This is an optimization exercise on Yosys and OpenROAD, whose aim is small area, a short achievable clock period and few clock cycles, not a production implementation.
The RTL was checked by simulation tests, not by an equivalence proof against the original design.
Power is estimated from default activity; no workload was simulated.

## dbc3_blit
module dbc3_blit (
    input  wire        clk,
    input  wire        rst,
    input  wire        start,
    output wire        ready,
    output reg         done,
    input  wire [23:0] src_addr,
    input  wire [8:0]  blit_x,
    input  wire [8:0]  blit_y,
    input  wire        flip_x,
    input  wire        flip_y,
    input  wire [7:0]  pen,
    input  wire        pen_mode,
    input  wire [9:0]  clip_x,
    input  wire [9:0]  clip_y,
    input  wire [9:0]  clip_width,
    input  wire [9:0]  clip_height,
    input  wire [3:0]  clip_ctrl,
    input  wire [23:0] rom_len,
    output wire [23:0] end_src_addr,
    output wire [8:0]  end_blit_y,
    output reg         anom_oor,
    output reg  [7:0]  anom_unk,
    output wire        rom_req,
    output wire [23:0] rom_addr,
    input  wire        rom_gnt,
    input  wire [7:0]  rom_rdata,
    output wire        pix_valid,
    input  wire        pix_ready,
    output wire [8:0]  pix_x,
    output wire [8:0]  pix_y,
    output wire [7:0]  pix_pen
);
For scale: ~1900 cells after synthesis, roughly 230 I/O pins, about 0.019 mm² of cells after synthesis.
clock: 8.0 ns
lec_check: 0
cap_margin: 20
core_margin: 2
core_utilization: 40
place_density: 0.6
setup_slack_margin: 4
slew_margin: 20
standard.sh (not shown) runs the stock make flow with config.mk's settings and CLKGATE_MAP_FILE= SYNTH_SCRIPT=/design/flow/synth_recipe.tcl, a recipe that flattens the netlist after the stock synthesis.
==> flow/flow/run.sh <==
#!/bin/bash
# Layout: the standard flow (standard.sh, which runs ORFS from synthesis
# to the final layout), unchanged except that the port buffers are
# sky130_fd_sc_hd__buf_1 cells instead of the larger delay buffer that
# buffer_ports picks by default. Every port still gets its buffer.
# ORFS writes each step's full output to its own log under orfs/logs/;
# make's own output goes to standard.log.
set -euo pipefail
export BUFFER_PORTS_ARGS="-buffer_cell sky130_fd_sc_hd__buf_1"
bash standard.sh > standard.log 2>&1
Testbench counts at the start, summed over its fixed seeds: cycles 37,259.
Rerun with:
Settings changed: CTS_BUF_LIST set to sky130_fd_sc_hd__clkbuf_4 sky130_fd_sc_hd__clkbuf_8, TNS_END_PERCENT set to 30.
Outcome: The new run finished with timing, DRC and antenna clean; die area does not change; global-route usage is lower by 0.10 points; cell area drops by 1.9%; cell count grows by 0.33%; via count went down by 0.63%; core utilization goes down by 0.91 points; wire length fell by 2.3%.
Rerun with:
==> flow/run.sh (new file) <==
#!/bin/bash
# synth_recipe.tcl (not shown) runs the flow's synth.tcl, then flattens the netlist and writes it again
# the make line also repeats each setting of config.mk as NAME=value (left out here)
make -C /OpenROAD-flow-scripts/flow DESIGN_CONFIG=/design/flow/config.mk WORK_HOME=/design/flow/orfs CLKGATE_MAP_FILE= SYNTH_SCRIPT=/design/flow/synth_recipe.tcl finish
Settings changed: CTS_BUF_LIST sky130_fd_sc_hd__clkbuf_4 sky130_fd_sc_hd__clkbuf_8 to not set, TNS_END_PERCENT 30 to not set.
removed: flow/flow/run.sh
removed: flow/standard.sh
The new run went through all stages and came out clean.
First-iteration DRC count went down by 4.0%.
Clock-buffer cell count went down by 26.
Clock skew went down by 0.0084 ns.
Rerun with:
==> flow/flow/run.sh (new file) <==
#!/bin/bash
# Layout: the standard flow (standard.sh, which runs ORFS from synthesis
# to the final layout), unchanged except that the port buffers are
# sky130_fd_sc_hd__buf_1 cells instead of the larger delay buffer that
# buffer_ports picks by default. Every port still gets its buffer.
# ORFS writes each step's full output to its own log under orfs/logs/;
# make's own output goes to standard.log.
set -euo pipefail
export BUFFER_PORTS_ARGS="-buffer_cell sky130_fd_sc_hd__buf_1"
bash standard.sh > standard.log 2>&1
==> flow/standard.sh (new file) <==
#!/bin/bash
# synth_recipe.tcl (not shown) runs the flow's synth.tcl, then flattens the netlist and writes it again
# the make line also repeats each setting of config.mk as NAME=value (left out here)
make -C /OpenROAD-flow-scripts/flow DESIGN_CONFIG=/design/flow/config.mk WORK_HOME=/design/flow/orfs CLKGATE_MAP_FILE= SYNTH_SCRIPT=/design/flow/synth_recipe.tcl "${@:-finish}"
Settings changed: CTS_BUF_LIST set to sky130_fd_sc_hd__clkbuf_4 sky130_fd_sc_hd__clkbuf_8, PLACE_DENSITY 0.6 to 0.75, SETUP_SLACK_MARGIN 4 to 4.5, TNS_END_PERCENT set to 30.
removed: flow/run.sh
Cell area is lower slightly. Global-route usage is higher by 0.78 points. Synthesized area is unchanged. Hold slack improves by 0.017 ns. Clock-buffer cell count is higher by 30. Power is higher by a few percent. Combinational power is higher by a few percent. First-iteration DRC count is higher by well over a third. Setup slack improves by 0.18 ns. Sequential share of layout area is higher by 0.38 points.

== v1 ==
dbc3_blit, a different RTL version from the one above (not shown whole).
Size: roughly 2100 cells after synthesis, about 20000 µm² of cells after synthesis.
Settings: LEC_CHECK=0, CAP_MARGIN=20, CORE_MARGIN=2, CORE_UTILIZATION=40, PLACE_DENSITY=0.6, SETUP_SLACK_MARGIN=4, SLEW_MARGIN=20; clock period 8.0 ns.
run.sh (not shown) runs the stock make flow with config.mk's settings and CLKGATE_MAP_FILE= SYNTH_SCRIPT=/design/flow/synth_recipe.tcl, a recipe that flattens the netlist after the stock synthesis.
Stock flow here: none of the scripts above is used.
Testbench counts of v1, summed over its fixed seeds: cycles 37,656.
What v3 does differently from v1 at the input level:
diff --git a/flow/config.mk b/flow/config.mk
--- a/flow/config.mk
+++ b/flow/config.mk
@@ -12 +12 @@
-export SETUP_SLACK_MARGIN = 4
+export SETUP_SLACK_MARGIN = 5
Results
- Of the two values seen for category of the critical setup timing path, reg2reg was produced by v3 and in2reg by v1.
- In v3, number of design-rule violations left by the first detailed-router iteration is higher than in v1.
- Detailed placement HPWL (v3 over v1): increase, 2.8%
- When the final numbers for v1 and v3 were put side by side, the placer's final routability congestion estimate turned out to be smaller in v3.
- v3 vs. v1: leakage power figure went up by 25%.
- Looking at commonest non-fill, non-tap cell in the layout, the sky130_fd_sc_hd__clkdlybuf4s50_1 result is from v1; the sky130_fd_sc_hd__buf_4 one comes from v3.

v6:
dbc3_blit, a different RTL version from the one above (not shown whole).
Size: roughly 0.019 mm2 of cells after synthesis.
export LEC_CHECK = 0
export CAP_MARGIN = 20
export CORE_MARGIN = 2
export CORE_UTILIZATION = 40
export CTS_BUF_LIST = sky130_fd_sc_hd__clkbuf_4 sky130_fd_sc_hd__clkbuf_8
export PLACE_DENSITY = 0.6
export SETUP_SLACK_MARGIN = 4
export SLEW_MARGIN = 20
export TNS_END_PERCENT = 30
create_clock -name core_clock -period 8.0 [get_ports {clk}]
standard.sh (not shown) runs the stock make flow with config.mk's settings and CLKGATE_MAP_FILE= SYNTH_SCRIPT=/design/flow/synth_recipe.tcl, a recipe that flattens the netlist after the stock synthesis.
==> flow/flow/run.sh <==
#!/bin/bash
# Layout: the standard flow (standard.sh, which runs ORFS from synthesis
# to the final layout), unchanged except that the port buffers are
# sky130_fd_sc_hd__buf_1 cells instead of the larger delay buffer that
# buffer_ports picks by default. Every port still gets its buffer.
# ORFS writes each step's full output to its own log under orfs/logs/;
# make's own output goes to standard.log.
set -euo pipefail
export BUFFER_PORTS_ARGS="-buffer_cell sky130_fd_sc_hd__buf_1"
bash standard.sh > standard.log 2>&1
v6 reached the end of the flow, and the finished layout is clean on the timing, design-rule and antenna checks.
Testbench counts of v6, summed over its fixed seeds: cycles 37,259.
Relative to v6, the following input files were edited for v7:
# v6
export LEC_CHECK = 0
export CAP_MARGIN = 20
export CORE_MARGIN = 2
export CORE_UTILIZATION = 40
export CTS_BUF_LIST = sky130_fd_sc_hd__clkbuf_4 sky130_fd_sc_hd__clkbuf_8
export PLACE_DENSITY = 0.6
export SETUP_SLACK_MARGIN = 4
export SLEW_MARGIN = 20
export TNS_END_PERCENT = 30
create_clock -name core_clock -period 8.0 [get_ports {clk}]
# v7
export LEC_CHECK = 0
export CAP_MARGIN = 20
export CORE_MARGIN = 2
export CORE_UTILIZATION = 40
export CTS_BUF_LIST = sky130_fd_sc_hd__clkbuf_4 sky130_fd_sc_hd__clkbuf_8
export PLACE_DENSITY = 0.75
export SETUP_SLACK_MARGIN = 4
export SLEW_MARGIN = 20
export TNS_END_PERCENT = 30
create_clock -name core_clock -period 8.0 [get_ports {clk}]
Findings:
Comparing v7 and v6, the lower worst-skew pair later-pin latency was measured on v7.
Against v6, v7 reports a count of placed standard cells in the final layout, fillers left out that is lower.
Looking at final standard cell area without fillers, v7 sits 0.45% above v6.
Share of total power in combinational logic is lower on v6
Total routed wirelength, v7 and v6: larger value in v7
| wire length per cell | v7 vs v6 | about 1.2% higher |
Compared with v6, v7 is the more power-hungry design.
Portion of the clock cycle consumed by the worst path in the final layout is lower on v6

## what the ideal ports hide
In the flow no input, the clock included, has a driving cell. The finished layouts below were timed again as built, in two steps.
Step 1 sets driving cells, clkbuf_16 on the clock port and buf_2 on the other inputs (assumed; they add their load-dependent delay and slew).
Step 2 adds t to the input delays and takes it off the output delays; t is the mean of the earliest and latest rising clock arrival at the registers after step 1. Input paths then give back, and output paths get back, about the clock's delay inside the block.
Three values: ideal ports, drivers, drivers and shift; two values: the first two.
| run | t, ns | setup slack, ns | worst setup path at the end | worst register clock-pin slew, ns |
|---|---|---|---|---|
| the first run of note 1 | 0.631 | 4.071 / 4.071 / 3.823 | input to register | 0.07 / 0.07 |
| the second run of note 1 | 0.677 | 4.006 / 4.003 / 3.584 | input to register | 0.06 / 0.06 |
| the third run of note 1 | 0.641 | 3.977 / 3.977 / 3.609 | input to register | 0.08 / 0.08 |
| the fourth run of note 1 | 0.680 | 4.153 / 4.100 / 3.903 | input to register | 0.07 / 0.07 |
| v1 | 0.610 | 4.083 / 4.108 / 3.499 | input to register | 0.06 / 0.06 |
| v3 | 0.642 | 4.224 / 4.224 / 3.935 | input to register | 0.07 / 0.07 |
| v6 | 0.661 | 4.030 / 4.027 / 3.366 | input to register | 0.07 / 0.07 |
| v7 | 0.639 | 3.847 / 3.847 / 3.489 | input to register | 0.08 / 0.08 |
After both steps setup and hold are still met in every run listed. For v6, which loses most, drivers alone change the setup slack by -0.003 ns; drivers and shift together by -0.664 ns.
